This design comes from an exercise in tuning for small area and a short achievable clock period on the open sky130 flow, not from production work.
In this exercise RTL edits were held to simulation tests only and were not proved equivalent to the original.

==> inputs of 12-12 <==
==> flow/design.v (excerpt) <==
module antibuee_proto (
    input              clk,
    input              rst,           
    input              ev_valid,
    input      [2:0]   ev_kind,       
    input      [7:0]   ev_op,         
    input      [7:0]   ev_data,       
    input              ev_wr_ok,      
    output reg         resp_valid,
    output reg [1:0]   resp_code,     
    output reg         tx_valid,
    output reg         tx_two,
    output     [7:0]   tx_b0,
    output reg [7:0]   tx_b1,
    output reg         ack_valid,
    output     [7:0]   ack_cmd,
    output             ack_success,
    output reg [3:0]   ack_reason,
    output reg         unk_valid,
    output     [6:0]   raw_len,
    output     [511:0] raw_bytes,
    output reg         stat_valid,
    output     [223:0] stat_m,
    output     [29:0]  stat_s,
    output     [15:0]  stat_ts,
    output reg         terr_valid,
    output     [7:0]   terr_op,
    output reg         conn_valid,
    output             conn_state
);
==> flow/config.mk <==
export PLATFORM = sky130hd
export DESIGN_NAME = antibuee_proto
export DESIGN_NICKNAME = antibuee_proto
export VERILOG_FILES = /design/flow/design.v
export SDC_FILE = /design/flow/constraint.sdc
export NUM_CORES = 4
export LEC_CHECK = 0
export CAP_MARGIN = 20
export CORE_MARGIN = 2
export CORE_UTILIZATION = 40
export SLEW_MARGIN = 20
==> flow/constraint.sdc <==
create_clock -name core_clock -period 12.0 [get_ports {clk}]
set_input_delay 2.4000 -clock core_clock [delete_from_list [all_inputs] [get_ports {clk}]]
set_output_delay 2.4000 -clock core_clock [all_outputs]
set_load 0.01 [all_outputs]
standard.sh (not shown) runs the stock make flow with config.mk's settings and CLKGATE_MAP_FILE= SYNTH_SCRIPT=/design/flow/synth_recipe.tcl, a recipe that flattens the netlist after the stock synthesis.
==> flow/flow/run.sh <==
#!/bin/bash
# Standard ORFS layout, with the port buffers made of the smallest buffer cell,
# clock tree synthesis without dummy loads, and timing repair aiming at a
# shorter period than the constraint (the constraint itself is unchanged).
set -euo pipefail
cd "$(dirname "$0")/.."
export BUFFER_PORTS_ARGS="-buffer_cell sky130_fd_sc_hd__buf_1"
export CTS_ARGS="-sink_clustering_enable -repair_clock_nets -dont_use_dummy_load -buf_list sky130_fd_sc_hd__clkbuf_16 -sink_clustering_size 30 -sink_clustering_max_diameter 120"
export SETUP_SLACK_MARGIN=8.3
bash standard.sh > orfs_make.log 2>&1
==> 11-21 (differences from 12-12) <==
==> flow/run.sh (new file) <==
#!/bin/bash
# synth_recipe.tcl (not shown) runs the flow's synth.tcl, then flattens the netlist and writes it again
# the make line also repeats each setting of config.mk as NAME=value (left out here)
make -C /OpenROAD-flow-scripts/flow DESIGN_CONFIG=/design/flow/config.mk WORK_HOME=/design/flow/orfs CLKGATE_MAP_FILE= SYNTH_SCRIPT=/design/flow/synth_recipe.tcl finish
--- a/flow/config.mk
+++ b/flow/config.mk
@@ -9,3 +9,4 @@
 export CORE_MARGIN = 2
 export CORE_UTILIZATION = 40
+export SETUP_SLACK_MARGIN = 5
 export SLEW_MARGIN = 20
removed: flow/flow/run.sh
removed: flow/standard.sh
==> qor summary <==
Non-clk buf share: 12-12 10.6%; 11-21 20.1%
Leading cell type in the layout, fill and taps excluded: 12-12 sky130_fd_sc_hd__buf_1; 11-21 sky130_fd_sc_hd__clkdlybuf4s50_1
Total clock buffers created by CTS: 12-12 36; 11-21 86
Post-cts gate resize count: 12-12 79; 11-21 0
Status: 12-12 complete, no violations; 11-21 complete, no violations
Setup skew after layout: 12-12 69.6 ps; 11-21 40.0 ps
Highest clock rate: 12-12 264 MHz; 11-21 211 MHz
Worst path arrival time: 12-12 4200 ps; 11-21 5250 ps
Per-cell routed wire length: 12-12 25.0 um; 11-21 26.5 um
CP Data Required Time: 12-12 12,410 ps; 11-21 12,500 ps
Delay of the slowest cell on the worst path: 12-12 500 ps; 11-21 1060 ps
Worst-case hold path end point: 12-12 fm[3][10]; 11-21 fm[3][1]
Kind of critical path: 12-12 primary input to register; 11-21 register to register
Final wirelength: 12-12 88,600 um; 11-21 96,300 um
Met1 GRT Util: 12-12 27.4%; 11-21 29.6%
DR vias: 12-12 18,400; 11-21 18,500
Setup slack on the worst flop-to-flop path: 12-12 8320 ps; 11-21 7260 ps
Met3 global-route usage: 12-12 4.23%; 11-21 5.72%

==> re-timing with driven ports <==
The flow's constraints put no driver on any port. The routed layouts listed below were extracted and timed again, unchanged, in two steps.
Step 1, drivers: a clkbuf_16 drives clk and a buf_2 each remaining input, both assumed.
Step 2, shift: input delay + t, output delay - t, t = (earliest + latest rising clock arrival at the registers) / 2. This alone moves slack from input paths to output paths.
Slacks: ideal / step 1 / step 2; pairs: ideal / step 1.
run	shift t [ns]	setup slack, ns	cell pins on the clock port's net
12-12	0.609	8.217 / 8.099 / 7.489	1
11-21	0.686	7.260 / 7.260 / 6.877	1
After both steps every run listed still meets setup and hold. The setup slack of 12-12, which loses most, moves by -0.118 ns with the drivers and by -0.728 ns with both steps.
